Context: an optimization exercise on an open-source flow, tuned for small area, a short achievable clock period and few clock cycles per item. The choices shown serve that exercise and are no tape-out recipe.
Function was not checked in any run shown here: the RTL went through the layout flow alone.
Power is estimated from default activity; no workload was simulated.

File: flow/config.mk
export PLATFORM = sky130hd
export DESIGN_NAME = j1587_msgdec
export DESIGN_NICKNAME = j1587_msgdec
export VERILOG_FILES = /design/flow/design.v
export SDC_FILE = /design/flow/constraint.sdc
export NUM_CORES = 4
export LEC_CHECK = 0
export CAP_MARGIN = 20
export CORE_MARGIN = 2
export CORE_UTILIZATION = 40
export SETUP_SLACK_MARGIN = 3.0
export SLEW_MARGIN = 20
File: flow/constraint.sdc
create_clock -name core_clock -period 7.0 [get_ports {clk}]
set_input_delay 1.4000 -clock core_clock [delete_from_list [all_inputs] [get_ports {clk}]]
set_output_delay 1.4000 -clock core_clock [all_outputs]
set_load 0.01 [all_outputs]
File: flow/design.v
module j1587_msgdec (
    input  wire         clk,
    input  wire         rst,
    input  wire         start,
    input  wire [255:0] frame,
    input  wire [5:0]   frame_len,
    output reg          done,
    output reg  [3:0]   err,
    output reg  [7:0]   mid,
    output reg  [3:0]   nparams,
    output reg  [80:0]  par_pid,    
    output reg  [44:0]  par_pos,    
    output reg  [44:0]  par_dlen    
);
    localparam [3:0] E_NONE      = 4'd0;
    localparam [3:0] E_INV_PID   = 4'd1;
    localparam [3:0] E_INV_LEN   = 4'd3;
    localparam [3:0] E_TOO_LONG  = 4'd6;
    localparam [3:0] E_TRUNC     = 4'd7;
    localparam [3:0] E_CHECKSUM  = 4'd8;
    integer i;
    reg       busy;          
    reg [4:0] cpos;          
    reg [3:0] slot;          
    reg       page2;         
    reg       longr;         
    reg [1:0] perr;          
    reg [22:0] csum_q;   
    reg [7:0] pid_r  [0:8];
    reg [4:0] pos_r  [0:8];
    reg [4:0] dlen_r [0:8];
    wire [7:0] b0 = frame[7:0];
    wire [7:0] b1 = frame[15:8];
    wire [7:0] b2 = frame[23:16];
    wire [7:0] b3 = frame[31:24];
    wire pg_in = (frame_len > 6'd2) && (b1 == 8'hFF);
    wire [31:0] inlen;
    assign inlen[0] = (frame_len[5]) | (frame_len[4]) | (frame_len[3]) | (frame_len[2]) | (frame_len[1]) | (frame_len[0]);
    assign inlen[1] = (frame_len[5]) | (frame_len[4]) | (frame_len[3]) | (frame_len[2]) | (frame_len[1]);
    assign inlen[2] = (frame_len[5]) | (frame_len[4]) | (frame_len[3]) | (frame_len[2]) | (frame_len[1] & frame_len[0]);
    assign inlen[3] = (frame_len[5]) | (frame_len[4]) | (frame_len[3]) | (frame_len[2]);
    assign inlen[4] = (frame_len[5]) | (frame_len[4]) | (frame_len[3]) | (frame_len[2] & frame_len[1]) | (frame_len[2] & frame_len[0]);
    assign inlen[5] = (frame_len[5]) | (frame_len[4]) | (frame_len[3]) | (frame_len[2] & frame_len[1]);
    assign inlen[6] = (frame_len[5]) | (frame_len[4]) | (frame_len[3]) | (frame_len[2] & frame_len[1] & frame_len[0]);
    assign inlen[7] = (frame_len[5]) | (frame_len[4]) | (frame_len[3]);
    assign inlen[8] = (frame_len[5]) | (frame_len[4]) | (frame_len[3] & frame_len[2]) | (frame_len[3] & frame_len[1]) | (frame_len[3] & frame_len[0]);
    assign inlen[9] = (frame_len[5]) | (frame_len[4]) | (frame_len[3] & frame_len[2]) | (frame_len[3] & frame_len[1]);
    assign inlen[10] = (frame_len[5]) | (frame_len[4]) | (frame_len[3] & frame_len[2]) | (frame_len[3] & frame_len[1] & frame_len[0]);
    assign inlen[11] = (frame_len[5]) | (frame_len[4]) | (frame_len[3] & frame_len[2]);
    assign inlen[12] = (frame_len[5]) | (frame_len[4]) | (frame_len[3] & frame_len[2] & frame_len[1]) | (frame_len[3] & frame_len[2] & frame_len[0]);
    assign inlen[13] = (frame_len[5]) | (frame_len[4]) | (frame_len[3] & frame_len[2] & frame_len[1]);
    assign inlen[14] = (frame_len[5]) | (frame_len[4]) | (frame_len[3] & frame_len[2] & frame_len[1] & frame_len[0]);
    assign inlen[15] = (frame_len[5]) | (frame_len[4]);
    assign inlen[16] = (frame_len[5]) | (frame_len[4] & frame_len[3]) | (frame_len[4] & frame_len[2]) | (frame_len[4] & frame_len[1]) | (frame_len[4] & frame_len[0]);
    assign inlen[17] = (frame_len[5]) | (frame_len[4] & frame_len[3]) | (frame_len[4] & frame_len[2]) | (frame_len[4] & frame_len[1]);
    assign inlen[18] = (frame_len[5]) | (frame_len[4] & frame_len[3]) | (frame_len[4] & frame_len[2]) | (frame_len[4] & frame_len[1] & frame_len[0]);
    assign inlen[19] = (frame_len[5]) | (frame_len[4] & frame_len[3]) | (frame_len[4] & frame_len[2]);
    assign inlen[20] = (frame_len[5]) | (frame_len[4] & frame_len[3]) | (frame_len[4] & frame_len[2] & frame_len[1]) | (frame_len[4] & frame_len[2] & frame_len[0]);
    assign inlen[21] = (frame_len[5]) | (frame_len[4] & frame_len[3]) | (frame_len[4] & frame_len[2] & frame_len[1]);
    assign inlen[22] = (frame_len[5]) | (frame_len[4] & frame_len[3]) | (frame_len[4] & frame_len[2] & frame_len[1] & frame_len[0]);
    assign inlen[23] = (frame_len[5]) | (frame_len[4] & frame_len[3]);
    assign inlen[24] = (frame_len[5]) | (frame_len[4] & frame_len[3] & frame_len[2]) | (frame_len[4] & frame_len[3] & frame_len[1]) | (frame_len[4] & frame_len[3] & frame_len[0]);
    assign inlen[25] = (frame_len[5]) | (frame_len[4] & frame_len[3] & frame_len[2]) | (frame_len[4] & frame_len[3] & frame_len[1]);
    assign inlen[26] = (frame_len[5]) | (frame_len[4] & frame_len[3] & frame_len[2]) | (frame_len[4] & frame_len[3] & frame_len[1] & frame_len[0]);
    assign inlen[27] = (frame_len[5]) | (frame_len[4] & frame_len[3] & frame_len[2]);
    assign inlen[28] = (frame_len[5]) | (frame_len[4] & frame_len[3] & frame_len[2] & frame_len[1]) | (frame_len[4] & frame_len[3] & frame_len[2] & frame_len[0]);
    assign inlen[29] = (frame_len[5]) | (frame_len[4] & frame_len[3] & frame_len[2] & frame_len[1]);
    assign inlen[30] = (frame_len[5]) | (frame_len[4] & frame_len[3] & frame_len[2] & frame_len[1] & frame_len[0]);
    assign inlen[31] = (frame_len[5]);
    wire [255:0] fm;
    genvar g;
    generate
        for (g = 0; g < 32; g = g + 1) begin : g_mask
            if (g < 4) begin : g_keep
                assign fm[8*g +: 8] = frame[8*g +: 8];
            end else begin : g_cut
                assign fm[8*g +: 8] = frame[8*g +: 8] & {8{inlen[g]}};
            end
        end
    endgenerate
    wire cs1 = fm[0] ^ fm[8] ^ fm[16];
    wire cs2 = (fm[0] & fm[8]) | (fm[0] & fm[16]) | (fm[8] & fm[16]);
    wire cs3 = fm[24] ^ fm[32] ^ fm[40];
    wire cs4 = (fm[24] & fm[32]) | (fm[24] & fm[40]) | (fm[32] & fm[40]);
    wire cs5 = fm[48] ^ fm[56] ^ fm[64];
    wire cs6 = (fm[48] & fm[56]) | (fm[48] & fm[64]) | (fm[56] & fm[64]);
    wire cs7 = fm[72] ^ fm[80] ^ fm[88];
    wire cs8 = (fm[72] & fm[80]) | (fm[72] & fm[88]) | (fm[80] & fm[88]);
    wire cs9 = fm[96] ^ fm[104] ^ fm[112];
    wire cs10 = (fm[96] & fm[104]) | (fm[96] & fm[112]) | (fm[104] & fm[112]);
    wire cs11 = fm[120] ^ fm[128] ^ fm[136];
    wire cs12 = (fm[120] & fm[128]) | (fm[120] & fm[136]) | (fm[128] & fm[136]);
    wire cs13 = fm[144] ^ fm[152] ^ fm[160];
    wire cs14 = (fm[144] & fm[152]) | (fm[144] & fm[160]) | (fm[152] & fm[160]);
    wire cs15 = fm[168] ^ fm[176] ^ fm[184];
    wire cs16 = (fm[168] & fm[176]) | (fm[168] & fm[184]) | (fm[176] & fm[184]);
    wire cs17 = fm[192] ^ fm[200] ^ fm[208];
    wire cs18 = (fm[192] & fm[200]) | (fm[192] & fm[208]) | (fm[200] & fm[208]);
    wire cs19 = fm[216] ^ fm[224] ^ fm[232];
    wire cs20 = (fm[216] & fm[224]) | (fm[216] & fm[232]) | (fm[224] & fm[232]);
    wire cs21 = fm[1] ^ fm[9] ^ fm[17];
    wire cs22 = (fm[1] & fm[9]) | (fm[1] & fm[17]) | (fm[9] & fm[17]);
    wire cs23 = fm[25] ^ fm[33] ^ fm[41];
    wire cs24 = (fm[25] & fm[33]) | (fm[25] & fm[41]) | (fm[33] & fm[41]);
    wire cs25 = fm[49] ^ fm[57] ^ fm[65];
    wire cs26 = (fm[49] & fm[57]) | (fm[49] & fm[65]) | (fm[57] & fm[65]);
    wire cs27 = fm[73] ^ fm[81] ^ fm[89];
    wire cs28 = (fm[73] & fm[81]) | (fm[73] & fm[89]) | (fm[81] & fm[89]);
    wire cs29 = fm[97] ^ fm[105] ^ fm[113];
    wire cs30 = (fm[97] & fm[105]) | (fm[97] & fm[113]) | (fm[105] & fm[113]);
    wire cs31 = fm[121] ^ fm[129] ^ fm[137];
    wire cs32 = (fm[121] & fm[129]) | (fm[121] & fm[137]) | (fm[129] & fm[137]);
    wire cs33 = fm[145] ^ fm[153] ^ fm[161];
    wire cs34 = (fm[145] & fm[153]) | (fm[145] & fm[161]) | (fm[153] & fm[161]);
    wire cs35 = fm[169] ^ fm[177] ^ fm[185];
    wire cs36 = (fm[169] & fm[177]) | (fm[169] & fm[185]) | (fm[177] & fm[185]);
    wire cs37 = fm[193] ^ fm[201] ^ fm[209];
    wire cs38 = (fm[193] & fm[201]) | (fm[193] & fm[209]) | (fm[201] & fm[209]);
    wire cs39 = fm[217] ^ fm[225] ^ fm[233];
    wire cs40 = (fm[217] & fm[225]) | (fm[217] & fm[233]) | (fm[225] & fm[233]);
    wire cs41 = fm[2] ^ fm[10] ^ fm[18];
    wire cs42 = (fm[2] & fm[10]) | (fm[2] & fm[18]) | (fm[10] & fm[18]);
    wire cs43 = fm[26] ^ fm[34] ^ fm[42];
    wire cs44 = (fm[26] & fm[34]) | (fm[26] & fm[42]) | (fm[34] & fm[42]);
    wire cs45 = fm[50] ^ fm[58] ^ fm[66];
    wire cs46 = (fm[50] & fm[58]) | (fm[50] & fm[66]) | (fm[58] & fm[66]);
    wire cs47 = fm[74] ^ fm[82] ^ fm[90];
    wire cs48 = (fm[74] & fm[82]) | (fm[74] & fm[90]) | (fm[82] & fm[90]);
    wire cs49 = fm[98] ^ fm[106] ^ fm[114];
    wire cs50 = (fm[98] & fm[106]) | (fm[98] & fm[114]) | (fm[106] & fm[114]);
    wire cs51 = fm[122] ^ fm[130] ^ fm[138];
    wire cs52 = (fm[122] & fm[130]) | (fm[122] & fm[138]) | (fm[130] & fm[138]);
    wire cs53 = fm[146] ^ fm[154] ^ fm[162];
    wire cs54 = (fm[146] & fm[154]) | (fm[146] & fm[162]) | (fm[154] & fm[162]);
    wire cs55 = fm[170] ^ fm[178] ^ fm[186];
    wire cs56 = (fm[170] & fm[178]) | (fm[170] & fm[186]) | (fm[178] & fm[186]);
    wire cs57 = fm[194] ^ fm[202] ^ fm[210];
    wire cs58 = (fm[194] & fm[202]) | (fm[194] & fm[210]) | (fm[202] & fm[210]);
    wire cs59 = fm[218] ^ fm[226] ^ fm[234];
    wire cs60 = (fm[218] & fm[226]) | (fm[218] & fm[234]) | (fm[226] & fm[234]);
    wire cs61 = fm[3] ^ fm[11] ^ fm[19];
    wire cs62 = (fm[3] & fm[11]) | (fm[3] & fm[19]) | (fm[11] & fm[19]);
    wire cs63 = fm[27] ^ fm[35] ^ fm[43];
    wire cs64 = (fm[27] & fm[35]) | (fm[27] & fm[43]) | (fm[35] & fm[43]);
    wire cs65 = fm[51] ^ fm[59] ^ fm[67];
    wire cs66 = (fm[51] & fm[59]) | (fm[51] & fm[67]) | (fm[59] & fm[67]);
    wire cs67 = fm[75] ^ fm[83] ^ fm[91];
    wire cs68 = (fm[75] & fm[83]) | (fm[75] & fm[91]) | (fm[83] & fm[91]);
    wire cs69 = fm[99] ^ fm[107] ^ fm[115];
    wire cs70 = (fm[99] & fm[107]) | (fm[99] & fm[115]) | (fm[107] & fm[115]);
    wire cs71 = fm[123] ^ fm[131] ^ fm[139];
    wire cs72 = (fm[123] & fm[131]) | (fm[123] & fm[139]) | (fm[131] & fm[139]);
    wire cs73 = fm[147] ^ fm[155] ^ fm[163];
    wire cs74 = (fm[147] & fm[155]) | (fm[147] & fm[163]) | (fm[155] & fm[163]);
    wire cs75 = fm[171] ^ fm[179] ^ fm[187];
    wire cs76 = (fm[171] & fm[179]) | (fm[171] & fm[187]) | (fm[179] & fm[187]);
    wire cs77 = fm[195] ^ fm[203] ^ fm[211];
    wire cs78 = (fm[195] & fm[203]) | (fm[195] & fm[211]) | (fm[203] & fm[211]);
    wire cs79 = fm[219] ^ fm[227] ^ fm[235];
    wire cs80 = (fm[219] & fm[227]) | (fm[219] & fm[235]) | (fm[227] & fm[235]);
    wire cs81 = fm[4] ^ fm[12] ^ fm[20];
    wire cs82 = (fm[4] & fm[12]) | (fm[4] & fm[20]) | (fm[12] & fm[20]);
    wire cs83 = fm[28] ^ fm[36] ^ fm[44];
    wire cs84 = (fm[28] & fm[36]) | (fm[28] & fm[44]) | (fm[36] & fm[44]);
    wire cs85 = fm[52] ^ fm[60] ^ fm[68];
    wire cs86 = (fm[52] & fm[60]) | (fm[52] & fm[68]) | (fm[60] & fm[68]);
    wire cs87 = fm[76] ^ fm[84] ^ fm[92];
    wire cs88 = (fm[76] & fm[84]) | (fm[76] & fm[92]) | (fm[84] & fm[92]);
    wire cs89 = fm[100] ^ fm[108] ^ fm[116];
    wire cs90 = (fm[100] & fm[108]) | (fm[100] & fm[116]) | (fm[108] & fm[116]);
    wire cs91 = fm[124] ^ fm[132] ^ fm[140];
    wire cs92 = (fm[124] & fm[132]) | (fm[124] & fm[140]) | (fm[132] & fm[140]);
    wire cs93 = fm[148] ^ fm[156] ^ fm[164];
    wire cs94 = (fm[148] & fm[156]) | (fm[148] & fm[164]) | (fm[156] & fm[164]);
    wire cs95 = fm[172] ^ fm[180] ^ fm[188];
    wire cs96 = (fm[172] & fm[180]) | (fm[172] & fm[188]) | (fm[180] & fm[188]);
    wire cs97 = fm[196] ^ fm[204] ^ fm[212];
    wire cs98 = (fm[196] & fm[204]) | (fm[196] & fm[212]) | (fm[204] & fm[212]);
    wire cs99 = fm[220] ^ fm[228] ^ fm[236];
    wire cs100 = (fm[220] & fm[228]) | (fm[220] & fm[236]) | (fm[228] & fm[236]);
    wire cs101 = fm[5] ^ fm[13] ^ fm[21];
    wire cs102 = (fm[5] & fm[13]) | (fm[5] & fm[21]) | (fm[13] & fm[21]);
    wire cs103 = fm[29] ^ fm[37] ^ fm[45];
    wire cs104 = (fm[29] & fm[37]) | (fm[29] & fm[45]) | (fm[37] & fm[45]);
    wire cs105 = fm[53] ^ fm[61] ^ fm[69];
    wire cs106 = (fm[53] & fm[61]) | (fm[53] & fm[69]) | (fm[61] & fm[69]);
    wire cs107 = fm[77] ^ fm[85] ^ fm[93];
    wire cs108 = (fm[77] & fm[85]) | (fm[77] & fm[93]) | (fm[85] & fm[93]);
    wire cs109 = fm[101] ^ fm[109] ^ fm[117];
    wire cs110 = (fm[101] & fm[109]) | (fm[101] & fm[117]) | (fm[109] & fm[117]);
    wire cs111 = fm[125] ^ fm[133] ^ fm[141];
    wire cs112 = (fm[125] & fm[133]) | (fm[125] & fm[141]) | (fm[133] & fm[141]);
    wire cs113 = fm[149] ^ fm[157] ^ fm[165];
    wire cs114 = (fm[149] & fm[157]) | (fm[149] & fm[165]) | (fm[157] & fm[165]);
    wire cs115 = fm[173] ^ fm[181] ^ fm[189];
    wire cs116 = (fm[173] & fm[181]) | (fm[173] & fm[189]) | (fm[181] & fm[189]);
    wire cs117 = fm[197] ^ fm[205] ^ fm[213];
    wire cs118 = (fm[197] & fm[205]) | (fm[197] & fm[213]) | (fm[205] & fm[213]);
    wire cs119 = fm[221] ^ fm[229] ^ fm[237];
    wire cs120 = (fm[221] & fm[229]) | (fm[221] & fm[237]) | (fm[229] & fm[237]);
    wire cs121 = fm[6] ^ fm[14] ^ fm[22];
    wire cs122 = (fm[6] & fm[14]) | (fm[6] & fm[22]) | (fm[14] & fm[22]);
    wire cs123 = fm[30] ^ fm[38] ^ fm[46];
    wire cs124 = (fm[30] & fm[38]) | (fm[30] & fm[46]) | (fm[38] & fm[46]);
    wire cs125 = fm[54] ^ fm[62] ^ fm[70];
    wire cs126 = (fm[54] & fm[62]) | (fm[54] & fm[70]) | (fm[62] & fm[70]);
    wire cs127 = fm[78] ^ fm[86] ^ fm[94];
    wire cs128 = (fm[78] & fm[86]) | (fm[78] & fm[94]) | (fm[86] & fm[94]);
    wire cs129 = fm[102] ^ fm[110] ^ fm[118];
    wire cs130 = (fm[102] & fm[110]) | (fm[102] & fm[118]) | (fm[110] & fm[118]);
    wire cs131 = fm[126] ^ fm[134] ^ fm[142];
    wire cs132 = (fm[126] & fm[134]) | (fm[126] & fm[142]) | (fm[134] & fm[142]);
    wire cs133 = fm[150] ^ fm[158] ^ fm[166];
    wire cs134 = (fm[150] & fm[158]) | (fm[150] & fm[166]) | (fm[158] & fm[166]);
    wire cs135 = fm[174] ^ fm[182] ^ fm[190];
    wire cs136 = (fm[174] & fm[182]) | (fm[174] & fm[190]) | (fm[182] & fm[190]);
    wire cs137 = fm[198] ^ fm[206] ^ fm[214];
    wire cs138 = (fm[198] & fm[206]) | (fm[198] & fm[214]) | (fm[206] & fm[214]);
    wire cs139 = fm[222] ^ fm[230] ^ fm[238];
    wire cs140 = (fm[222] & fm[230]) | (fm[222] & fm[238]) | (fm[230] & fm[238]);
    wire cs141 = fm[7] ^ fm[15] ^ fm[23];
    wire cs142 = fm[31] ^ fm[39] ^ fm[47];
    wire cs143 = fm[55] ^ fm[63] ^ fm[71];
    wire cs144 = fm[79] ^ fm[87] ^ fm[95];
    wire cs145 = fm[103] ^ fm[111] ^ fm[119];
    wire cs146 = fm[127] ^ fm[135] ^ fm[143];
    wire cs147 = fm[151] ^ fm[159] ^ fm[167];
    wire cs148 = fm[175] ^ fm[183] ^ fm[191];
    wire cs149 = fm[199] ^ fm[207] ^ fm[215];
    wire cs150 = fm[223] ^ fm[231] ^ fm[239];
    wire cs151 = cs1 ^ cs3 ^ cs5;
    wire cs152 = (cs1 & cs3) | (cs1 & cs5) | (cs3 & cs5);
    wire cs153 = cs7 ^ cs9 ^ cs11;
    wire cs154 = (cs7 & cs9) | (cs7 & cs11) | (cs9 & cs11);
    wire cs155 = cs13 ^ cs15 ^ cs17;
    wire cs156 = (cs13 & cs15) | (cs13 & cs17) | (cs15 & cs17);
    wire cs157 = cs19 ^ fm[240] ^ fm[248];
    wire cs158 = (cs19 & fm[240]) | (cs19 & fm[248]) | (fm[240] & fm[248]);
    wire cs159 = cs2 ^ cs4 ^ cs6;
    wire cs160 = (cs2 & cs4) | (cs2 & cs6) | (cs4 & cs6);
    wire cs161 = cs8 ^ cs10 ^ cs12;
    wire cs162 = (cs8 & cs10) | (cs8 & cs12) | (cs10 & cs12);
    wire cs163 = cs14 ^ cs16 ^ cs18;
    wire cs164 = (cs14 & cs16) | (cs14 & cs18) | (cs16 & cs18);
    wire cs165 = cs20 ^ cs21 ^ cs23;
    wire cs166 = (cs20 & cs21) | (cs20 & cs23) | (cs21 & cs23);
    wire cs167 = cs25 ^ cs27 ^ cs29;
    wire cs168 = (cs25 & cs27) | (cs25 & cs29) | (cs27 & cs29);
    wire cs169 = cs31 ^ cs33 ^ cs35;
    wire cs170 = (cs31 & cs33) | (cs31 & cs35) | (cs33 & cs35);
    wire cs171 = cs37 ^ cs39 ^ fm[241];
    wire cs172 = (cs37 & cs39) | (cs37 & fm[241]) | (cs39 & fm[241]);
    wire cs173 = cs22 ^ cs24 ^ cs26;
    wire cs174 = (cs22 & cs24) | (cs22 & cs26) | (cs24 & cs26);
    wire cs175 = cs28 ^ cs30 ^ cs32;
    wire cs176 = (cs28 & cs30) | (cs28 & cs32) | (cs30 & cs32);
    wire cs177 = cs34 ^ cs36 ^ cs38;
    wire cs178 = (cs34 & cs36) | (cs34 & cs38) | (cs36 & cs38);
    wire cs179 = cs40 ^ cs41 ^ cs43;
    wire cs180 = (cs40 & cs41) | (cs40 & cs43) | (cs41 & cs43);
    wire cs181 = cs45 ^ cs47 ^ cs49;
    wire cs182 = (cs45 & cs47) | (cs45 & cs49) | (cs47 & cs49);
    wire cs183 = cs51 ^ cs53 ^ cs55;
    wire cs184 = (cs51 & cs53) | (cs51 & cs55) | (cs53 & cs55);
    wire cs185 = cs57 ^ cs59 ^ fm[242];
    wire cs186 = (cs57 & cs59) | (cs57 & fm[242]) | (cs59 & fm[242]);
    wire cs187 = cs42 ^ cs44 ^ cs46;
    wire cs188 = (cs42 & cs44) | (cs42 & cs46) | (cs44 & cs46);
    wire cs189 = cs48 ^ cs50 ^ cs52;
    wire cs190 = (cs48 & cs50) | (cs48 & cs52) | (cs50 & cs52);
    wire cs191 = cs54 ^ cs56 ^ cs58;
    wire cs192 = (cs54 & cs56) | (cs54 & cs58) | (cs56 & cs58);
    wire cs193 = cs60 ^ cs61 ^ cs63;
    wire cs194 = (cs60 & cs61) | (cs60 & cs63) | (cs61 & cs63);
    wire cs195 = cs65 ^ cs67 ^ cs69;
    wire cs196 = (cs65 & cs67) | (cs65 & cs69) | (cs67 & cs69);
    wire cs197 = cs71 ^ cs73 ^ cs75;
    wire cs198 = (cs71 & cs73) | (cs71 & cs75) | (cs73 & cs75);
    wire cs199 = cs77 ^ cs79 ^ fm[243];
    wire cs200 = (cs77 & cs79) | (cs77 & fm[243]) | (cs79 & fm[243]);
    wire cs201 = cs62 ^ cs64 ^ cs66;
    wire cs202 = (cs62 & cs64) | (cs62 & cs66) | (cs64 & cs66);
    wire cs203 = cs68 ^ cs70 ^ cs72;
    wire cs204 = (cs68 & cs70) | (cs68 & cs72) | (cs70 & cs72);
    wire cs205 = cs74 ^ cs76 ^ cs78;
    wire cs206 = (cs74 & cs76) | (cs74 & cs78) | (cs76 & cs78);
    wire cs207 = cs80 ^ cs81 ^ cs83;
    wire cs208 = (cs80 & cs81) | (cs80 & cs83) | (cs81 & cs83);
    wire cs209 = cs85 ^ cs87 ^ cs89;
    wire cs210 = (cs85 & cs87) | (cs85 & cs89) | (cs87 & cs89);
    wire cs211 = cs91 ^ cs93 ^ cs95;
    wire cs212 = (cs91 & cs93) | (cs91 & cs95) | (cs93 & cs95);
    wire cs213 = cs97 ^ cs99 ^ fm[244];
    wire cs214 = (cs97 & cs99) | (cs97 & fm[244]) | (cs99 & fm[244]);
    wire cs215 = cs82 ^ cs84 ^ cs86;
    wire cs216 = (cs82 & cs84) | (cs82 & cs86) | (cs84 & cs86);
    wire cs217 = cs88 ^ cs90 ^ cs92;
    wire cs218 = (cs88 & cs90) | (cs88 & cs92) | (cs90 & cs92);
    wire cs219 = cs94 ^ cs96 ^ cs98;
    wire cs220 = (cs94 & cs96) | (cs94 & cs98) | (cs96 & cs98);
    wire cs221 = cs100 ^ cs101 ^ cs103;
    wire cs222 = (cs100 & cs101) | (cs100 & cs103) | (cs101 & cs103);
    wire cs223 = cs105 ^ cs107 ^ cs109;
    wire cs224 = (cs105 & cs107) | (cs105 & cs109) | (cs107 & cs109);
    wire cs225 = cs111 ^ cs113 ^ cs115;
    wire cs226 = (cs111 & cs113) | (cs111 & cs115) | (cs113 & cs115);
    wire cs227 = cs117 ^ cs119 ^ fm[245];
    wire cs228 = (cs117 & cs119) | (cs117 & fm[245]) | (cs119 & fm[245]);
    wire cs229 = cs102 ^ cs104 ^ cs106;
    wire cs230 = (cs102 & cs104) | (cs102 & cs106) | (cs104 & cs106);
    wire cs231 = cs108 ^ cs110 ^ cs112;
    wire cs232 = (cs108 & cs110) | (cs108 & cs112) | (cs110 & cs112);
    wire cs233 = cs114 ^ cs116 ^ cs118;
    wire cs234 = (cs114 & cs116) | (cs114 & cs118) | (cs116 & cs118);
    wire cs235 = cs120 ^ cs121 ^ cs123;
    wire cs236 = (cs120 & cs121) | (cs120 & cs123) | (cs121 & cs123);
    wire cs237 = cs125 ^ cs127 ^ cs129;
    wire cs238 = (cs125 & cs127) | (cs125 & cs129) | (cs127 & cs129);
    wire cs239 = cs131 ^ cs133 ^ cs135;
    wire cs240 = (cs131 & cs133) | (cs131 & cs135) | (cs133 & cs135);
    wire cs241 = cs137 ^ cs139 ^ fm[246];
    wire cs242 = (cs137 & cs139) | (cs137 & fm[246]) | (cs139 & fm[246]);
    wire cs243 = cs122 ^ cs124 ^ cs126;
    wire cs244 = cs128 ^ cs130 ^ cs132;
    wire cs245 = cs134 ^ cs136 ^ cs138;
    wire cs246 = cs140 ^ cs141 ^ cs142;
    wire cs247 = cs143 ^ cs144 ^ cs145;
    wire cs248 = cs146 ^ cs147 ^ cs148;
    wire cs249 = cs149 ^ cs150 ^ fm[247];
    wire cs250 = cs151 ^ cs153 ^ cs155;
    wire cs251 = (cs151 & cs153) | (cs151 & cs155) | (cs153 & cs155);
    wire cs252 = cs152 ^ cs154 ^ cs156;
    wire cs253 = (cs152 & cs154) | (cs152 & cs156) | (cs154 & cs156);
    wire cs254 = cs158 ^ cs159 ^ cs161;
    wire cs255 = (cs158 & cs159) | (cs158 & cs161) | (cs159 & cs161);
    wire cs256 = cs163 ^ cs165 ^ cs167;
    wire cs257 = (cs163 & cs165) | (cs163 & cs167) | (cs165 & cs167);
    wire cs258 = cs169 ^ cs171 ^ fm[249];
    wire cs259 = (cs169 & cs171) | (cs169 & fm[249]) | (cs171 & fm[249]);
    wire cs260 = cs160 ^ cs162 ^ cs164;
    wire cs261 = (cs160 & cs162) | (cs160 & cs164) | (cs162 & cs164);
    wire cs262 = cs166 ^ cs168 ^ cs170;
    wire cs263 = (cs166 & cs168) | (cs166 & cs170) | (cs168 & cs170);
    wire cs264 = cs172 ^ cs173 ^ cs175;
    wire cs265 = (cs172 & cs173) | (cs172 & cs175) | (cs173 & cs175);
    wire cs266 = cs177 ^ cs179 ^ cs181;
    wire cs267 = (cs177 & cs179) | (cs177 & cs181) | (cs179 & cs181);
    wire cs268 = cs183 ^ cs185 ^ fm[250];
    wire cs269 = (cs183 & cs185) | (cs183 & fm[250]) | (cs185 & fm[250]);
    wire cs270 = cs174 ^ cs176 ^ cs178;
    wire cs271 = (cs174 & cs176) | (cs174 & cs178) | (cs176 & cs178);
    wire cs272 = cs180 ^ cs182 ^ cs184;
    wire cs273 = (cs180 & cs182) | (cs180 & cs184) | (cs182 & cs184);
    wire cs274 = cs186 ^ cs187 ^ cs189;
    wire cs275 = (cs186 & cs187) | (cs186 & cs189) | (cs187 & cs189);
    wire cs276 = cs191 ^ cs193 ^ cs195;
    wire cs277 = (cs191 & cs193) | (cs191 & cs195) | (cs193 & cs195);
    wire cs278 = cs197 ^ cs199 ^ fm[251];
    wire cs279 = (cs197 & cs199) | (cs197 & fm[251]) | (cs199 & fm[251]);
    wire cs280 = cs188 ^ cs190 ^ cs192;
    wire cs281 = (cs188 & cs190) | (cs188 & cs192) | (cs190 & cs192);
    wire cs282 = cs194 ^ cs196 ^ cs198;
    wire cs283 = (cs194 & cs196) | (cs194 & cs198) | (cs196 & cs198);
    wire cs284 = cs200 ^ cs201 ^ cs203;
    wire cs285 = (cs200 & cs201) | (cs200 & cs203) | (cs201 & cs203);
    wire cs286 = cs205 ^ cs207 ^ cs209;
    wire cs287 = (cs205 & cs207) | (cs205 & cs209) | (cs207 & cs209);
    wire cs288 = cs211 ^ cs213 ^ fm[252];
    wire cs289 = (cs211 & cs213) | (cs211 & fm[252]) | (cs213 & fm[252]);
    wire cs290 = cs202 ^ cs204 ^ cs206;
    wire cs291 = (cs202 & cs204) | (cs202 & cs206) | (cs204 & cs206);
    wire cs292 = cs208 ^ cs210 ^ cs212;
    wire cs293 = (cs208 & cs210) | (cs208 & cs212) | (cs210 & cs212);
    wire cs294 = cs214 ^ cs215 ^ cs217;
    wire cs295 = (cs214 & cs215) | (cs214 & cs217) | (cs215 & cs217);
    wire cs296 = cs219 ^ cs221 ^ cs223;
    wire cs297 = (cs219 & cs221) | (cs219 & cs223) | (cs221 & cs223);
    wire cs298 = cs225 ^ cs227 ^ fm[253];
    wire cs299 = (cs225 & cs227) | (cs225 & fm[253]) | (cs227 & fm[253]);
    wire cs300 = cs216 ^ cs218 ^ cs220;
    wire cs301 = (cs216 & cs218) | (cs216 & cs220) | (cs218 & cs220);
    wire cs302 = cs222 ^ cs224 ^ cs226;
    wire cs303 = (cs222 & cs224) | (cs222 & cs226) | (cs224 & cs226);
    wire cs304 = cs228 ^ cs229 ^ cs231;
    wire cs305 = (cs228 & cs229) | (cs228 & cs231) | (cs229 & cs231);
    wire cs306 = cs233 ^ cs235 ^ cs237;
    wire cs307 = (cs233 & cs235) | (cs233 & cs237) | (cs235 & cs237);
    wire cs308 = cs239 ^ cs241 ^ fm[254];
    wire cs309 = (cs239 & cs241) | (cs239 & fm[254]) | (cs241 & fm[254]);
    wire cs310 = cs230 ^ cs232 ^ cs234;
    wire cs311 = cs236 ^ cs238 ^ cs240;
    wire cs312 = cs242 ^ cs243 ^ cs244;
    wire cs313 = cs245 ^ cs246 ^ cs247;
    wire cs314 = cs248 ^ cs249 ^ fm[255];
    wire cs315 = cs251 ^ cs252 ^ cs254;
    wire cs316 = (cs251 & cs252) | (cs251 & cs254) | (cs252 & cs254);
    wire cs317 = cs253 ^ cs255 ^ cs257;
    wire cs318 = (cs253 & cs255) | (cs253 & cs257) | (cs255 & cs257);
    wire cs319 = cs259 ^ cs260 ^ cs262;
    wire cs320 = (cs259 & cs260) | (cs259 & cs262) | (cs260 & cs262);
    wire cs321 = cs264 ^ cs266 ^ cs268;
    wire cs322 = (cs264 & cs266) | (cs264 & cs268) | (cs266 & cs268);
    wire cs323 = cs261 ^ cs263 ^ cs265;
    wire cs324 = (cs261 & cs263) | (cs261 & cs265) | (cs263 & cs265);
    wire cs325 = cs267 ^ cs269 ^ cs270;
    wire cs326 = (cs267 & cs269) | (cs267 & cs270) | (cs269 & cs270);
    wire cs327 = cs272 ^ cs274 ^ cs276;
    wire cs328 = (cs272 & cs274) | (cs272 & cs276) | (cs274 & cs276);
    wire cs329 = cs271 ^ cs273 ^ cs275;
    wire cs330 = (cs271 & cs273) | (cs271 & cs275) | (cs273 & cs275);
    wire cs331 = cs277 ^ cs279 ^ cs280;
    wire cs332 = (cs277 & cs279) | (cs277 & cs280) | (cs279 & cs280);
    wire cs333 = cs282 ^ cs284 ^ cs286;
    wire cs334 = (cs282 & cs284) | (cs282 & cs286) | (cs284 & cs286);
    wire cs335 = cs281 ^ cs283 ^ cs285;
    wire cs336 = (cs281 & cs283) | (cs281 & cs285) | (cs283 & cs285);
    wire cs337 = cs287 ^ cs289 ^ cs290;
    wire cs338 = (cs287 & cs289) | (cs287 & cs290) | (cs289 & cs290);
    wire cs339 = cs292 ^ cs294 ^ cs296;
    wire cs340 = (cs292 & cs294) | (cs292 & cs296) | (cs294 & cs296);
    wire cs341 = cs291 ^ cs293 ^ cs295;
    wire cs342 = (cs291 & cs293) | (cs291 & cs295) | (cs293 & cs295);
    wire cs343 = cs297 ^ cs299 ^ cs300;
    wire cs344 = (cs297 & cs299) | (cs297 & cs300) | (cs299 & cs300);
    wire cs345 = cs302 ^ cs304 ^ cs306;
    wire cs346 = (cs302 & cs304) | (cs302 & cs306) | (cs304 & cs306);
    wire cs347 = cs301 ^ cs303 ^ cs305;
    wire cs348 = cs307 ^ cs309 ^ cs310;
    wire cs349 = cs311 ^ cs312 ^ cs313;
    wire cs350 = cs315 ^ cs256 ^ cs258;
    wire cs351 = (cs315 & cs256) | (cs315 & cs258) | (cs256 & cs258);
    wire cs352 = cs316 ^ cs317 ^ cs319;
    wire cs353 = (cs316 & cs317) | (cs316 & cs319) | (cs317 & cs319);
    wire cs354 = cs318 ^ cs320 ^ cs322;
    wire cs355 = (cs318 & cs320) | (cs318 & cs322) | (cs320 & cs322);
    wire cs356 = cs323 ^ cs325 ^ cs327;
    wire cs357 = (cs323 & cs325) | (cs323 & cs327) | (cs325 & cs327);
    wire cs358 = cs324 ^ cs326 ^ cs328;
    wire cs359 = (cs324 & cs326) | (cs324 & cs328) | (cs326 & cs328);
    wire cs360 = cs329 ^ cs331 ^ cs333;
    wire cs361 = (cs329 & cs331) | (cs329 & cs333) | (cs331 & cs333);
    wire cs362 = cs330 ^ cs332 ^ cs334;
    wire cs363 = (cs330 & cs332) | (cs330 & cs334) | (cs332 & cs334);
    wire cs364 = cs335 ^ cs337 ^ cs339;
    wire cs365 = (cs335 & cs337) | (cs335 & cs339) | (cs337 & cs339);
    wire cs366 = cs336 ^ cs338 ^ cs340;
    wire cs367 = (cs336 & cs338) | (cs336 & cs340) | (cs338 & cs340);
    wire cs368 = cs341 ^ cs343 ^ cs345;
    wire cs369 = (cs341 & cs343) | (cs341 & cs345) | (cs343 & cs345);
    wire cs370 = cs342 ^ cs344 ^ cs346;
    wire cs371 = cs347 ^ cs348 ^ cs349;
    wire cs372 = cs351 ^ cs352 ^ cs321;
    wire cs373 = (cs351 & cs352) | (cs351 & cs321) | (cs352 & cs321);
    wire cs374 = cs353 ^ cs354 ^ cs356;
    wire cs375 = (cs353 & cs354) | (cs353 & cs356) | (cs354 & cs356);
    wire cs376 = cs355 ^ cs357 ^ cs358;
    wire cs377 = (cs355 & cs357) | (cs355 & cs358) | (cs357 & cs358);
    wire cs378 = cs359 ^ cs361 ^ cs362;
    wire cs379 = (cs359 & cs361) | (cs359 & cs362) | (cs361 & cs362);
    wire cs380 = cs363 ^ cs365 ^ cs366;
    wire cs381 = (cs363 & cs365) | (cs363 & cs366) | (cs365 & cs366);
    wire cs382 = cs367 ^ cs369 ^ cs370;
    wire [22:0] csum_d = {cs314, cs371, cs382, cs381, cs308, cs368, cs380, cs379, cs298, cs364, cs378, cs377, cs288, cs360, cs376, cs375, cs278, cs374, cs373, cs372, cs350, cs157, cs250};
    wire cs383 = csum_q[4] ^ csum_q[5] ^ csum_q[6];
    wire cs384 = (csum_q[4] & csum_q[5]) | (csum_q[4] & csum_q[6]) | (csum_q[5] & csum_q[6]);
    wire cs385 = csum_q[7] ^ csum_q[8] ^ csum_q[9];
    wire cs386 = (csum_q[7] & csum_q[8]) | (csum_q[7] & csum_q[9]) | (csum_q[8] & csum_q[9]);
    wire cs387 = csum_q[11] ^ csum_q[12] ^ csum_q[13];
    wire cs388 = (csum_q[11] & csum_q[12]) | (csum_q[11] & csum_q[13]) | (csum_q[12] & csum_q[13]);
    wire cs389 = csum_q[15] ^ csum_q[16] ^ csum_q[17];
    wire cs390 = (csum_q[15] & csum_q[16]) | (csum_q[15] & csum_q[17]) | (csum_q[16] & csum_q[17]);
    wire cs391 = csum_q[19] ^ csum_q[20] ^ csum_q[21];
    wire cs392 = cs384 ^ cs385 ^ csum_q[10];
    wire cs393 = (cs384 & cs385) | (cs384 & csum_q[10]) | (cs385 & csum_q[10]);
    wire cs394 = cs386 ^ cs387 ^ csum_q[14];
    wire cs395 = (cs386 & cs387) | (cs386 & csum_q[14]) | (cs387 & csum_q[14]);
    wire cs396 = cs388 ^ cs389 ^ csum_q[18];
    wire cs397 = (cs388 & cs389) | (cs388 & csum_q[18]) | (cs389 & csum_q[18]);
    wire cs398 = cs390 ^ cs391 ^ csum_q[22];
    wire csum_bad = (csum_q[0] ^ csum_q[1] ^ 1'b0) |
                    (csum_q[2] ^ 1'b0 ^ 1'b0 ^ (csum_q[0] | csum_q[1])) |
                    (csum_q[3] ^ 1'b0 ^ 1'b0 ^ (csum_q[2] | 1'b0)) |
                    (cs383 ^ 1'b0 ^ 1'b0 ^ (csum_q[3] | 1'b0)) |
                    (cs392 ^ 1'b0 ^ 1'b0 ^ (cs383 | 1'b0)) |
                    (cs393 ^ cs394 ^ 1'b0 ^ (cs392 | 1'b0)) |
                    (cs395 ^ cs396 ^ 1'b0 ^ (cs393 | cs394)) |
                    (cs397 ^ cs398 ^ 1'b0 ^ (cs395 | cs396));
    function [13:0] step;
        input [4:0] p;
        input [7:0] l;
        input [7:0] n;
        input [6:0] d;
        reg       e;
        reg [1:0] c;
        reg       f;
        reg [4:0] dl;
        reg [4:0] nx;
        reg       dneg;      
        reg       dz;        
        reg       d1;        
        reg       nfit;      
        reg       neq;       
        begin
            dneg = d[6];
            dz   = (d == 7'd0);
            d1   = (d == 7'd1);
            nfit = (n[7:5] == 3'd0) && (n[4:0] <= d[4:0]);
            neq  = (n[7:5] == 3'd0) && (n[4:0] == d[4:0]);
            e  = 1'b0;
            c  = 2'd2;
            f  = 1'b0;
            dl = 5'd1;
            nx = p + 5'd2;
            if (dneg && d != 7'h7F) begin
                e = 1'b1;
            end else if (l == 8'hFF) begin
                e = 1'b1;
                c = 2'd1;
            end else if (!l[7]) begin
                e = dneg;
                f = dz;
            end else if (!l[6]) begin
                e  = dneg || dz;
                f  = d1;
                dl = 5'd2;
                nx = p + 5'd3;
            end else if (l != 8'hFE) begin
                e  = dneg || !nfit;
                f  = !dneg && neq;
                dl = n[4:0];
                nx = p + 5'd2 + n[4:0];
            end else begin
                e  = dneg;
                f  = 1'b1;
                dl = d[4:0];
            end
            step = {e, c, f, dl, nx};
        end
    endfunction
    wire [13:0] st1 = step(5'd1, b1, b2, {1'b0, frame_len} - 7'd4);
    wire [13:0] st2 = step(5'd2, b2, b3, {1'b0, frame_len} - 7'd5);
    wire [255:0] frame_up = {8'h00, frame[255:8]};
    wire [7:0]  lm  = frame[{cpos, 3'b000} +: 8];
    wire [7:0]  nm  = frame_up[{cpos, 3'b000} +: 8];
    wire [13:0] stm = step(cpos, lm, nm, {1'b0, frame_len} - {2'b00, cpos} - 7'd3);
    wire [13:0] s  = start ? (pg_in ? st2 : st1) : stm;
    wire [7:0]  l  = start ? (pg_in ? b2 : b1) : lm;
    wire [3:0]  k  = start ? 4'd0 : slot;
    wire       s_err  = s[13];
    wire [1:0] s_code = s[12:11];
    wire       s_fin  = s[10];
    wire [4:0] s_dl   = s[9:5];
    wire [4:0] s_next = s[4:0];
    wire act = start | busy;
    wire fin = act & (s_err | s_fin);
    always @(posedge clk) begin
        mid    <= b0;
        page2  <= pg_in;
        longr  <= (frame_len > 6'd21);
        csum_q <= csum_d;
        if (rst) begin
            busy <= 1'b0;
            done <= 1'b0;
        end else begin
            busy <= act & ~fin;
            done <= fin;
        end
        cpos <= s_next;
        slot <= k + 4'd1;
        perr <= s_err ? s_code : 2'd0;
        for (i = 0; i < 9; i = i + 1)
            if (k == i) begin
                pid_r[i]  <= l;
                pos_r[i]  <= cpos;
                dlen_r[i] <= s_dl;
            end
    end
    always @* begin
        case (perr)
            2'd1:    err = E_INV_PID;
            2'd2:    err = E_TRUNC;
            2'd3:    err = E_INV_LEN;
            default: err = csum_bad ? E_CHECKSUM : (longr ? E_TOO_LONG : E_NONE);
        endcase
        nparams = slot;
        for (i = 0; i < 9; i = i + 1) begin
            par_pid[9*i +: 9]  = {page2, pid_r[i]};
            par_pos[5*i +: 5]  = (i == 0) ? {3'b000, page2, ~page2} : pos_r[i];
            par_dlen[5*i +: 5] = dlen_r[i];
        end
    end
endmodule
File: flow/flow/run.sh
#!/bin/bash
# The standard layout, with plain buffers (buf_1) on the ports instead of
# the flow's default port buffer cell.
export BUFFER_PORTS_ARGS="-buffer_cell sky130_fd_sc_hd__buf_1"
bash standard.sh > standard.log 2>&1
File: flow/standard.sh
#!/bin/bash
# synth_recipe.tcl (not shown) runs the flow's synth.tcl, then flattens the netlist and writes it again
# the make line also repeats each setting of config.mk as NAME=value (left out here)
make -C /OpenROAD-flow-scripts/flow DESIGN_CONFIG=/design/flow/config.mk WORK_HOME=/design/flow/orfs CLKGATE_MAP_FILE= SYNTH_SCRIPT=/design/flow/synth_recipe.tcl "${@:-finish}"
==> summary.txt, run 1 <==
CELLS AND AREA
----------------------------------------------------------------------------------------
Count of non-filler cells in the finished layout                                   2,864
Leading cell type in the layout, fill and taps excluded                            buf_1
Layout overhead on the synthesized area                                           25.45%
Top library cells by usage in the layout, fill and taps aside               431 x buf_1, 182 x inv_1, 163 x nand2_1, 158 x edfxtp_1, 153 x fa_1
Net count, final                                                                   2,743
Layout cells sized above 1                                                        0.2239

ROUTE
----------------------------------------------------------------------------------------
Average routed wire per standard cell                                           27.33 um
Routed Antenna Nets                                                                    0
Detailed Route WL                                                              78,260 um
Number of vias after detailed routing                                             16,763
Post-route DRC violation count                                                         0
Vias/cell                                                                          5.853
Detailed Route Iter0 Violations                                                    1,694
Number of search-and-repair iterations in the first detailed-routing pass              7

SETUP PATH
----------------------------------------------------------------------------------------
Flop-to-flop setup slack                                                         2620 ps
Top fanout value on the critical path                                                  5
Data required time at the worst endpoint                                         7420 ps
Arrival time worst endpoint                                                      5750 ps
Crit path buf inv count                                                                4
Nature of the critical path endpoint                                            register
Slowest CP cell                                                                     fa_2
CP Launch Type                                                              primary input
Cell-by-cell trace of the critical path                                     buf_12, buf_8, ha_4, or3_4, a21oi_4, o21ai_4, buf_6, and2_4, fa_1, inv_2, fa_1, fa_2, fa_1, fa_2, xnor2_2, xnor2_1, xnor2_1
Delay contributed by the slowest stage of the critical path                       590 ps
Endpoint of the most critical register-to-register path                     busy$_SDFF_PP0_
Depth of the worst register-to-register path                                          15
Most common cell on crit path                                                       fa_1
Worst reg2reg startpoint                                                    cpos[0]$_DFFE_PP_
Critical path start-end classification                                         in -> reg
Delay-heaviest family, CP                                                    adder cells

PLACE
----------------------------------------------------------------------------------------
Final weighted congestion in routability-driven placement                         0.9975
Number of port buffers                                                               449
DP HPWL                                                                        60,690 um
Cells after DPL                                                                    2,713
Worst setup slack after placement                                               555.5 ps

YOSYS
----------------------------------------------------------------------------------------
Post-Synthesis Mean Instance Area                                              11.16 um2
Mapped Cells                                                                       1,702
Summed instance area of the synthesized netlist                              0.01900 mm2
Synthesis warning total                                                                4
Sequential fraction of the synthesis area                                         0.2971
Asr flop ratio synth                                                                   0
Count of flip-flops with a built-in enable after synthesis                           158
Commonest register cell after synthesis                                         edfxtp_1
Number of unique standard cell types used by synthesis                                97
Total of flip-flops plus latches after synthesis                                     203

POWER
----------------------------------------------------------------------------------------
Power density of the placed cells                                           424.3 mW/mm2
Standby leakage power                                                        0.009276 uW
Part of the power in the clock network                                             0.117
Internal power contribution                                                      5477 uW
Part of the total power dissipated in combinational logic                          0.706
Sw power                                                                         4637 uW
Switching part of the total power                                                 0.4585
Sequential cell fraction of total power                                            0.177
Largest voltage drop on the vdd net                                            0.2797 mV

TIMING
----------------------------------------------------------------------------------------
Final hold violation count                                                             0
Final setup margin                                                               1671 ps
Maximum clock frequency                                                       0.1877 GHz
Max-slew headroom at the worst pin                                                0.3207
Finish-stage setup viols                                                               0
Post-Route Setup TNS                                                                0 ps
Final period demand of the worst path                                            5329 ps
Fin crit share                                                                    0.7613
Setup repair after global routing missed its margin                                  yes
Worst-margin pin slew                                                            1019 ps
Total count of max-transition violations in the final report                           0
Final worst clock skew                                                          12.98 ps

JOB
----------------------------------------------------------------------------------------
Count of maximum capacitance violations                                                0

GRT
----------------------------------------------------------------------------------------
Aggregate global routing overflow                                                      0
First-pass GRT wire length                                                    113,400 um
Largest net degree at the start of global routing                                     64
Antenna violations before repair                                                       3
Vias in the first global route                                                    16,840
Gr usage total                                                                    0.3148

CLOCK TREE
----------------------------------------------------------------------------------------
Number of buffers inserted during clock tree synthesis                                23
Number of buffers on the longest clock path                                            3
TritonCTS clock tree                                                                 yes
Clock transition at the registers of the reported paths                            60 ps
Count of H-tree levels built during CTS                                                1
Hold buffer count at CTS                                                               0
CTS Root Cell                                                                  clkbuf_16
Source-to-sink clock delay at the later pin of the worst-skew pair                550 ps
Clock net sink count                                                                 203

WORST HOLD PATH
----------------------------------------------------------------------------------------
Worst hold path endpoint                                                    slot[0]$_DFF_P_
Startpoint of the most critical hold path                                   slot[0]$_DFF_P_
Count of cells along the worst hold path                                               1
Class of the tightest hold or removal check                                   reg -> reg

STATUS
----------------------------------------------------------------------------------------
Outcome                                                                     finished clean

FLOORPLAN
----------------------------------------------------------------------------------------
Core area                                                                    0.04675 mm2
Initial standard-cell utilization of the core                                     0.4064
Height of the die                                                               221.9 um
Number of ports placed on the die boundary                                           453
Number of placement rows                                                              79
Full die area                                                                0.04926 mm2
Horizontal extent of the die                                                    221.9 um

-- cell usage after synthesis (10+ instances only) --
cell type  number  share of area
inv_1         215          0.042
fa_1          186           0.20
nand2_1       177          0.035
edfxtp_1      158           0.25
and2_1        112          0.037
mux4_2         74          0.088
xnor2_1        62          0.029
ha_1           54          0.036
mux2i_1        54          0.028
dfxtp_1        45          0.047
nor2_1         44         0.0087
o21ai_0        41          0.011
a21oi_1        40          0.011
clkbuf_1       28         0.0055
nand3_1        27         0.0071
nor3_1         23         0.0061
nor4_1         20         0.0066
nor2b_1        18         0.0059
buf_4          17         0.0067
a211oi_1       15         0.0059
xor2_1         15         0.0069
o21ai_1        13         0.0034
a21o_1         12         0.0047
o22ai_1        12         0.0040
buf_6          11         0.0065
and3_1         10         0.0033
buf_2          10         0.0026
nand4_1        10         0.0033
o211ai_1       10         0.0040
-- power by group through the flow --
stage	clock network, uW	registers [uW]	logic [uW]
2_1_floorplan	0	1790	4420
3_3_place_gp	0	1820	5860
3_5_place_dp	0	1820	5970
4_1_cts	1200	1780	6760
5_1_grt	1250	1800	7780
6_report	1190	1790	7140
-- worst max path at each step --
| stage | from | end | slack, ps | depth (start not counted) |
|---|---|---|---|---|
| 2_1_floorplan | frame_len[4] | csum_q[5]$_DFF_P_ | 1500 | 16 |
| 3_3_place_gp | frame_len[1] | csum_q[5]$_DFF_P_ | 580 | 13 |
| 3_5_place_dp | frame_len[1] | csum_q[3]$_DFF_P_ | 560 | 12 |
| 4_1_cts | frame_len[3] | csum_q[12]$_DFF_P_ | 1710 | 18 |
| 5_1_grt | frame_len[2] | csum_q[20]$_DFF_P_ | 1580 | 17 |
| 6_report | frame_len[3] | csum_q[20]$_DFF_P_ | 1670 | 17 |
-- area by class of cell --
type	count	area, um2
Inverter	218	830.8
Tap cell	607	759.5
Antenna cell	2	5.005
Clock inverter	16	148.9
Fill cell	4263	22920
Multi-Input combinational cell	1198	12740
Timing Repair Buffer	594	3112
Clock buffer	26	586.8
Sequential cell	203	5654
-- sequential cells by signal, summed over array words and instances, names as in the netlist --
name / flops
done: 1
perr: 2
cpos: 5
busy: 1
pid_r: 72
slot: 4
dlen_r: 45
longr: 1
pos_r: 40
mid: 8
csum_q: 23
page2: 1
-- through the flow --
| step | util | power (uW) | hold slack [ps] | instance area, um2 |
|---|---|---|---|---|
| after detailed placement | 0.4564 | 7791 | 484.5 | 21340 |
| after global placement | 0.4562 | 7678 | 480.0 | 21330 |
| final | 0.5098 | 10110 | 496.6 | 23840 |
| after floorplan | - | 6213 | 479.7 | 19340 |
| after global routing | 0.5098 | 10830 | 536.4 | 23830 |
| after CTS | 0.5001 | 9739 | 500.1 | 23380 |
-- timing repair --
action                                  4_1_cts  5_1_grt
setup buffers                                80       25
gates cloned                                  0        2
pin swaps                                    78       66
hold endpoints to repair                      0        0
resized for setup                           175       70
endpoints found under the setup margin      116      123
-- per-layer routing --
layer,vias up,routed length [um],GRT usage
met1,8372,29790,0.4045
li1,7033,-,-
met5,-,10,0
met3,184,8425,0.07222
met4,2,3718,0.1332
met2,1172,36320,0.5126
-- kinds of logic (layout without fill, tap and decap cells) --
kind of cell | count (synthesis) | after routing | synth area share
AOI/OAI and AO/OA | 239 | 241 | 0.08890
adders and majority gates | 240 | 240 | 0.2315
muxes | 145 | 145 | 0.1324
other | 1 | 5 | 0.0001974
buffers and inverters | 305 | 854 | 0.07975
and+or+nand+nor | 492 | 492 | 0.1346
DFF | 203 | 203 | 0.2971
xor gates and xnor gates | 77 | 77 | 0.03550
==> run 2: changes to the inputs <==
--- a/flow/design.v
+++ b/flow/design.v
@@ -25,7 +25,7 @@
     reg       page2;         
     reg       longr;         
     reg [1:0] perr;          
-    reg [22:0] csum_q;   
+    reg [29:0] csum_q;   
     reg [7:0] pid_r  [0:8];
     reg [4:0] pos_r  [0:8];
     reg [4:0] dlen_r [0:8];
@@ -449,38 +449,38 @@
     wire cs369 = (cs341 & cs343) | (cs341 & cs345) | (cs343 & cs345);
     wire cs370 = cs342 ^ cs344 ^ cs346;
     wire cs371 = cs347 ^ cs348 ^ cs349;
-    wire cs372 = cs351 ^ cs352 ^ cs321;
-    wire cs373 = (cs351 & cs352) | (cs351 & cs321) | (cs352 & cs321);
-    wire cs374 = cs353 ^ cs354 ^ cs356;
-    wire cs375 = (cs353 & cs354) | (cs353 & cs356) | (cs354 & cs356);
-    wire cs376 = cs355 ^ cs357 ^ cs358;
-    wire cs377 = (cs355 & cs357) | (cs355 & cs358) | (cs357 & cs358);
-    wire cs378 = cs359 ^ cs361 ^ cs362;
-    wire cs379 = (cs359 & cs361) | (cs359 & cs362) | (cs361 & cs362);
-    wire cs380 = cs363 ^ cs365 ^ cs366;
-    wire cs381 = (cs363 & cs365) | (cs363 & cs366) | (cs365 & cs366);
-    wire cs382 = cs367 ^ cs369 ^ cs370;
-    wire [22:0] csum_d = {cs314, cs371, cs382, cs381, cs308, cs368, cs380, cs379, cs298, cs364, cs378, cs377, cs288, cs360, cs376, cs375, cs278, cs374, cs373, cs372, cs350, cs157, cs250};
-    wire cs383 = csum_q[4] ^ csum_q[5] ^ csum_q[6];
-    wire cs384 = (csum_q[4] & csum_q[5]) | (csum_q[4] & csum_q[6]) | (csum_q[5] & csum_q[6]);
-    wire cs385 = csum_q[7] ^ csum_q[8] ^ csum_q[9];
-    wire cs386 = (csum_q[7] & csum_q[8]) | (csum_q[7] & csum_q[9]) | (csum_q[8] & csum_q[9]);
-    wire cs387 = csum_q[11] ^ csum_q[12] ^ csum_q[13];
-    wire cs388 = (csum_q[11] & csum_q[12]) | (csum_q[11] & csum_q[13]) | (csum_q[12] & csum_q[13]);
-    wire cs389 = csum_q[15] ^ csum_q[16] ^ csum_q[17];
-    wire cs390 = (csum_q[15] & csum_q[16]) | (csum_q[15] & csum_q[17]) | (csum_q[16] & csum_q[17]);
-    wire cs391 = csum_q[19] ^ csum_q[20] ^ csum_q[21];
-    wire cs392 = cs384 ^ cs385 ^ csum_q[10];
-    wire cs393 = (cs384 & cs385) | (cs384 & csum_q[10]) | (cs385 & csum_q[10]);
-    wire cs394 = cs386 ^ cs387 ^ csum_q[14];
-    wire cs395 = (cs386 & cs387) | (cs386 & csum_q[14]) | (cs387 & csum_q[14]);
-    wire cs396 = cs388 ^ cs389 ^ csum_q[18];
-    wire cs397 = (cs388 & cs389) | (cs388 & csum_q[18]) | (cs389 & csum_q[18]);
-    wire cs398 = cs390 ^ cs391 ^ csum_q[22];
+    wire [29:0] csum_d = {cs314, cs371, cs370, cs369, cs367, cs308, cs368, cs366, cs365, cs363, cs298, cs364, cs362, cs361, cs359, cs288, cs360, cs358, cs357, cs355, cs278, cs356, cs354, cs353, cs321, cs352, cs351, cs350, cs157, cs250};
+    wire cs372 = csum_q[3] ^ csum_q[4] ^ csum_q[5];
+    wire cs373 = (csum_q[3] & csum_q[4]) | (csum_q[3] & csum_q[5]) | (csum_q[4] & csum_q[5]);
+    wire cs374 = csum_q[6] ^ csum_q[7] ^ csum_q[8];
+    wire cs375 = (csum_q[6] & csum_q[7]) | (csum_q[6] & csum_q[8]) | (csum_q[7] & csum_q[8]);
+    wire cs376 = csum_q[10] ^ csum_q[11] ^ csum_q[12];
+    wire cs377 = (csum_q[10] & csum_q[11]) | (csum_q[10] & csum_q[12]) | (csum_q[11] & csum_q[12]);
+    wire cs378 = csum_q[15] ^ csum_q[16] ^ csum_q[17];
+    wire cs379 = (csum_q[15] & csum_q[16]) | (csum_q[15] & csum_q[17]) | (csum_q[16] & csum_q[17]);
+    wire cs380 = csum_q[20] ^ csum_q[21] ^ csum_q[22];
+    wire cs381 = (csum_q[20] & csum_q[21]) | (csum_q[20] & csum_q[22]) | (csum_q[21] & csum_q[22]);
+    wire cs382 = csum_q[25] ^ csum_q[26] ^ csum_q[27];
+    wire cs383 = cs373 ^ cs374 ^ csum_q[9];
+    wire cs384 = (cs373 & cs374) | (cs373 & csum_q[9]) | (cs374 & csum_q[9]);
+    wire cs385 = cs375 ^ cs376 ^ csum_q[13];
+    wire cs386 = (cs375 & cs376) | (cs375 & csum_q[13]) | (cs376 & csum_q[13]);
+    wire cs387 = cs377 ^ cs378 ^ csum_q[18];
+    wire cs388 = (cs377 & cs378) | (cs377 & csum_q[18]) | (cs378 & csum_q[18]);
+    wire cs389 = cs379 ^ cs380 ^ csum_q[23];
+    wire cs390 = (cs379 & cs380) | (cs379 & csum_q[23]) | (cs380 & csum_q[23]);
+    wire cs391 = cs381 ^ cs382 ^ csum_q[28];
+    wire cs392 = cs384 ^ cs385 ^ csum_q[14];
+    wire cs393 = (cs384 & cs385) | (cs384 & csum_q[14]) | (cs385 & csum_q[14]);
+    wire cs394 = cs386 ^ cs387 ^ csum_q[19];
+    wire cs395 = (cs386 & cs387) | (cs386 & csum_q[19]) | (cs387 & csum_q[19]);
+    wire cs396 = cs388 ^ cs389 ^ csum_q[24];
+    wire cs397 = (cs388 & cs389) | (cs388 & csum_q[24]) | (cs389 & csum_q[24]);
+    wire cs398 = cs390 ^ cs391 ^ csum_q[29];
     wire csum_bad = (csum_q[0] ^ csum_q[1] ^ 1'b0) |
                     (csum_q[2] ^ 1'b0 ^ 1'b0 ^ (csum_q[0] | csum_q[1])) |
-                    (csum_q[3] ^ 1'b0 ^ 1'b0 ^ (csum_q[2] | 1'b0)) |
-                    (cs383 ^ 1'b0 ^ 1'b0 ^ (csum_q[3] | 1'b0)) |
+                    (cs372 ^ 1'b0 ^ 1'b0 ^ (csum_q[2] | 1'b0)) |
+                    (cs383 ^ 1'b0 ^ 1'b0 ^ (cs372 | 1'b0)) |
                     (cs392 ^ 1'b0 ^ 1'b0 ^ (cs383 | 1'b0)) |
                     (cs393 ^ cs394 ^ 1'b0 ^ (cs392 | 1'b0)) |
                     (cs395 ^ cs396 ^ 1'b0 ^ (cs393 | cs394)) |
==> summary.txt, run 2 <==
PLACE
----------------------------------------------------------------------------------------
Number of port buffers                                                               449   unchanged
Cells after DPL                                                                    2,729   +0.59%
Final weighted congestion in routability-driven placement                         0.9854   -1.2%
Worst setup slack after placement                                               725.3 ps   +169.8 ps
DP HPWL                                                                        59,800 um   -1.5%

ROUTE
----------------------------------------------------------------------------------------
Met2 WL post-DR                                                                36,640 um   +0.88%
Detailed Route WL                                                              77,880 um   -0.49%
Number of vias after detailed routing                                             16,888   +0.75%
Number of search-and-repair iterations in the first detailed-routing pass              5   -2
Detailed Route Iter0 Violations                                                    1,519   -10%
Vias/cell                                                                          5.825   -0.47%
Average routed wire per standard cell                                           26.86 um   -1.7%
Met1 WL                                                                        30,090 um   +1.0%
Routed Antenna Nets                                                                    0   unchanged
Routed met3 length                                                               6784 um   -19%
Post-route DRC violation count                                                         0   unchanged
Max Used Layer                                                                      met5

POWER
----------------------------------------------------------------------------------------
Switching part of the total power                                                 0.4611   +0.002620
Part of the total power dissipated in combinational logic                          0.692   -0.014
Sw power                                                                         4714 uW   +1.7%
Power density of the placed cells                                           417.4 mW/mm2   -1.6%
Standby leakage power                                                        0.009517 uW   +2.6%
Largest voltage drop on the vdd net                                            0.3394 mV   +21%
Sequential cell fraction of total power                                            0.183   +0.006
Part of the power in the clock network                                             0.124   +0.007
Internal power contribution                                                      5509 uW   +0.59%

CLOCK TREE
----------------------------------------------------------------------------------------
Source-to-sink clock delay at the later pin of the worst-skew pair                550 ps   about the same
Clock transition at the registers of the reported paths                            60 ps   about the same
Count of H-tree levels built during CTS                                                1   unchanged
TritonCTS clock tree                                                                 yes
Hold buffer count at CTS                                                               0   unchanged
CTS Root Cell                                                                  clkbuf_16
Number of buffers on the longest clock path                                            3   unchanged
Clock net sink count                                                                 210   +3.4%
Number of buffers inserted during clock tree synthesis                                24   +4.3%

YOSYS
----------------------------------------------------------------------------------------
Total of flip-flops plus latches after synthesis                                     210   +3.4%
Number of unique standard cell types used by synthesis                                91   -6.2%
Commonest register cell after synthesis                                         edfxtp_1
Asr flop ratio synth                                                                   0   unchanged
Main area contributors after synthesis                                      edfxtp_1 25%, fa_1 20%, mux4_2 5.8%, dfxtp_1 5.5%, inv_1 4.2%
Sequential fraction of the synthesis area                                         0.3048   +0.007677
Mapped Cells                                                                       1,718   +0.94%
Most used standard cell by instance count after synthesis                          inv_1
Post-Synthesis Mean Instance Area                                              11.05 um2   -1.0%
Summed instance area of the synthesized netlist                              0.01898 mm2   about the same
Area leader, netlist                                                            edfxtp_1
Synth top cells by count                                                    213 x inv_1, 205 x nand2_1, 186 x fa_1
Synthesis warning total                                                                4   unchanged
Count of flip-flops with a built-in enable after synthesis                           158   unchanged
Top cell type's share of synthesized area                                         0.2500   about the same

GRT
----------------------------------------------------------------------------------------
Gr usage total                                                                    0.3112   -0.003608
Antenna violations before repair                                                       6   +3
Aggregate global routing overflow                                                      0   unchanged
Vias in the first global route                                                    17,380   +3.2%
First-pass GRT wire length                                                    113,600 um   +0.15%
Largest net degree at the start of global routing                                     56   -13%

JOB
----------------------------------------------------------------------------------------
Count of maximum capacitance violations                                                0   unchanged

FLOORPLAN
----------------------------------------------------------------------------------------
Number of ports placed on the die boundary                                           453   unchanged
Horizontal extent of the die                                                    221.8 um   about the same
Full die area                                                                0.04921 mm2   about the same
Number of placement rows                                                              79   unchanged
Height of the die                                                               221.8 um   about the same
Core area                                                                    0.04665 mm2   -0.21%
Initial standard-cell utilization of the core                                     0.4068   +0.0004587

TIMING
----------------------------------------------------------------------------------------
Worst-margin pin slew                                                            1127 ps   +107.6 ps
Final worst clock skew                                                          29.09 ps   +16.11 ps
Final period demand of the worst path                                            5459 ps   +130.2 ps
Total count of max-transition violations in the final report                           0   unchanged
Setup repair after global routing missed its margin                                  yes
Final hold violation count                                                             0   unchanged
Maximum clock frequency                                                       0.1832 GHz   -2.4%
Post-Route Setup TNS                                                                0 ps   unchanged
Minimum hold slack                                                              524.6 ps   +27.96 ps
Fin crit share                                                                    0.7799   +0.01860
Finish-stage setup viols                                                               0   unchanged
Max-slew headroom at the worst pin                                                0.2439   -0.07679
Final setup margin                                                               1541 ps   -130.2 ps

SETUP PATH
----------------------------------------------------------------------------------------
Critical path start-end classification                                        reg -> out
Nature of the critical path endpoint                                        primary output
Top fanout value on the critical path                                                  2   -3
Data required time at the worst endpoint                                         5600 ps   -1820 ps
Arrival time worst endpoint                                                      4060 ps   -1690 ps
CP Launch Type                                                                  register

CELLS AND AREA
----------------------------------------------------------------------------------------
Net count, final                                                                   2,773   +1.1%
Count of non-filler cells in the finished layout                                   2,899   +1.2%
FF/Latch Area                                                               0.005793 mm2   +2.5%
Top library cells by usage in the layout, fill and taps aside               433 x buf_1, 178 x nand2_1, 167 x inv_1, 158 x edfxtp_1, 131 x fa_1
Largest register FFs                                                                  72   unchanged
Largest reg by FF count                                                            pid_r
Combined area of the multi-input logic cells                                 0.01282 mm2   +0.62%
Layout overhead on the synthesized area                                           29.04%
Share of the core filled with cells                                               0.5250   +0.01519
Number of fillers in the final layout                                              4,186   -1.8%
Layout cells sized above 1                                                        0.2329   +0.008906
Registers with the highest flip-flop counts                                 pid_r: 72 flops, dlen_r: 45 flops, pos_r: 40 flops
Leading cell type in the layout, fill and taps excluded                            buf_1

WORST HOLD PATH
----------------------------------------------------------------------------------------
Class of the tightest hold or removal check                                   reg -> reg

STATUS
----------------------------------------------------------------------------------------
Outcome                                                                     finished clean

-- run 2: timing repair --
item,CTS,global route
pin swaps,95,46
gates resized for setup,233,71
setup buffers,84,38
gates cloned,1,1
setup endpoints to repair,131,78
-- run 2: power groups by stage --
stage	clock network [uW]	logic [uW]	registers [uW]
after floorplan	0	4390	1860
after global placement	0	5880	1910
after detailed placement	0	5970	1910
after CTS	1290	6550	1870
after global routing	1340	7660	1900
final	1270	7080	1880
-- run 2: metrics by stage --
| stage | total power, uW | area, um2 |
|---|---|---|
| 6_report | 10220 | 24490 |
| 5_1_grt | 10900 | 24490 |
| 4_1_cts | 9712 | 23940 |
| 3_5_place_dp | 7883 | 21570 |
| 3_3_place_gp | 7785 | 21570 |
| 2_1_floorplan | 6254 | 19550 |
-- run 2: final cells by class --
cell class | count | area share
Clock buffer | 28 | 0.02513
Clock inverter | 15 | 0.006998
Timing Repair Buffer | 614 | 0.1417
Sequential cell | 210 | 0.2365
Tap cell | 607 | 0.03101
Inverter | 216 | 0.03504
Antenna cell | 3 | 0.0003065
Multi-Input combinational cell | 1206 | 0.5233
-- run 2: path summary, 6_finish.rpt --
kind | startpoint | to | slack (ps) | cells after the start
worst max register to register | cpos[2]$_DFF_P_ | busy$_SDFF_PP0_ | 3030 | 14
worst min register to register | slot[0]$_DFF_P_ | slot[0]$_DFF_P_ | 520 | 1
worst min-delay path | slot[0]$_DFF_P_ | slot[0]$_DFF_P_ | 520 | 1
worst max-delay path | csum_q[15]$_DFF_P_ | err[2] | 1540 | 13
-- run 2: cells by family (layout without fill, tap and decap cells) --
logic type | count (synthesis) | after routing | synth area share
AND/OR/NAND/NOR | 472 | 472 | 0.1258
buffers and inverters | 304 | 873 | 0.07429
AO/OA/AOI/OAI | 266 | 266 | 0.09624
adder cells (fa/ha/maj) | 237 | 237 | 0.2297
multiplexers | 147 | 147 | 0.1316
XOR/XNOR | 81 | 81 | 0.03738
flip-flops | 210 | 210 | 0.3048
other | 1 | 6 | 0.0001976
-- run 2: critical path, cell delays in order, from the launching register on --
cell,delay [ps]
dfxtp_2,320
fa_1,510
fa_1,510
fa_1,530
inv_2,50
ha_4,210
or4b_4,480
nor3_2,110
a31oi_1,70
nor4_1,180
buf_4,190
nand3b_1,140
o21ai_2,80
buf_2,150
-- run 2: routing by layer --
layer  GRT usage  up-vias
met5           0        -
met4      0.1517        6
li1            -     7145
met2      0.5136     1009
met1      0.3924     8507
met3     0.06149      221

what the ideal ports hide:
Ports are ideal in the flow. The routed layouts listed here were re-timed in OpenROAD.
Step 1 (the two cells are an assumption about what drives the block):
set clk [get_ports {clk}]
set_driving_cell -lib_cell sky130_fd_sc_hd__clkbuf_16 $clk
set_driving_cell -lib_cell sky130_fd_sc_hd__buf_2 [delete_from_list [all_inputs] $clk]
Step 2 moves the port delays by t, midway between the first and last clock arrival at a register: inputs arrive t later, outputs are due t later. That takes back most of the time a late clock gives input paths.
Three values: ideal ports, drivers, drivers and shift; two values: the first two.
run | shift t [ns] | setup slack, ns | hold slack, ns | worst register clock-pin slew, ns
run 1 | 0.597 | 1.671 / 1.659 / 1.062 | 0.497 / 0.497 / 0.497 | 0.07 / 0.07
run 2 | 0.601 | 1.541 / 1.476 / 1.575 | 0.525 / 0.525 / 0.525 | 0.07 / 0.07
After both steps setup and hold are still met in every run listed. For run 1, which loses most, drivers alone change the setup slack by -0.012 ns; drivers and shift together by -0.609 ns.
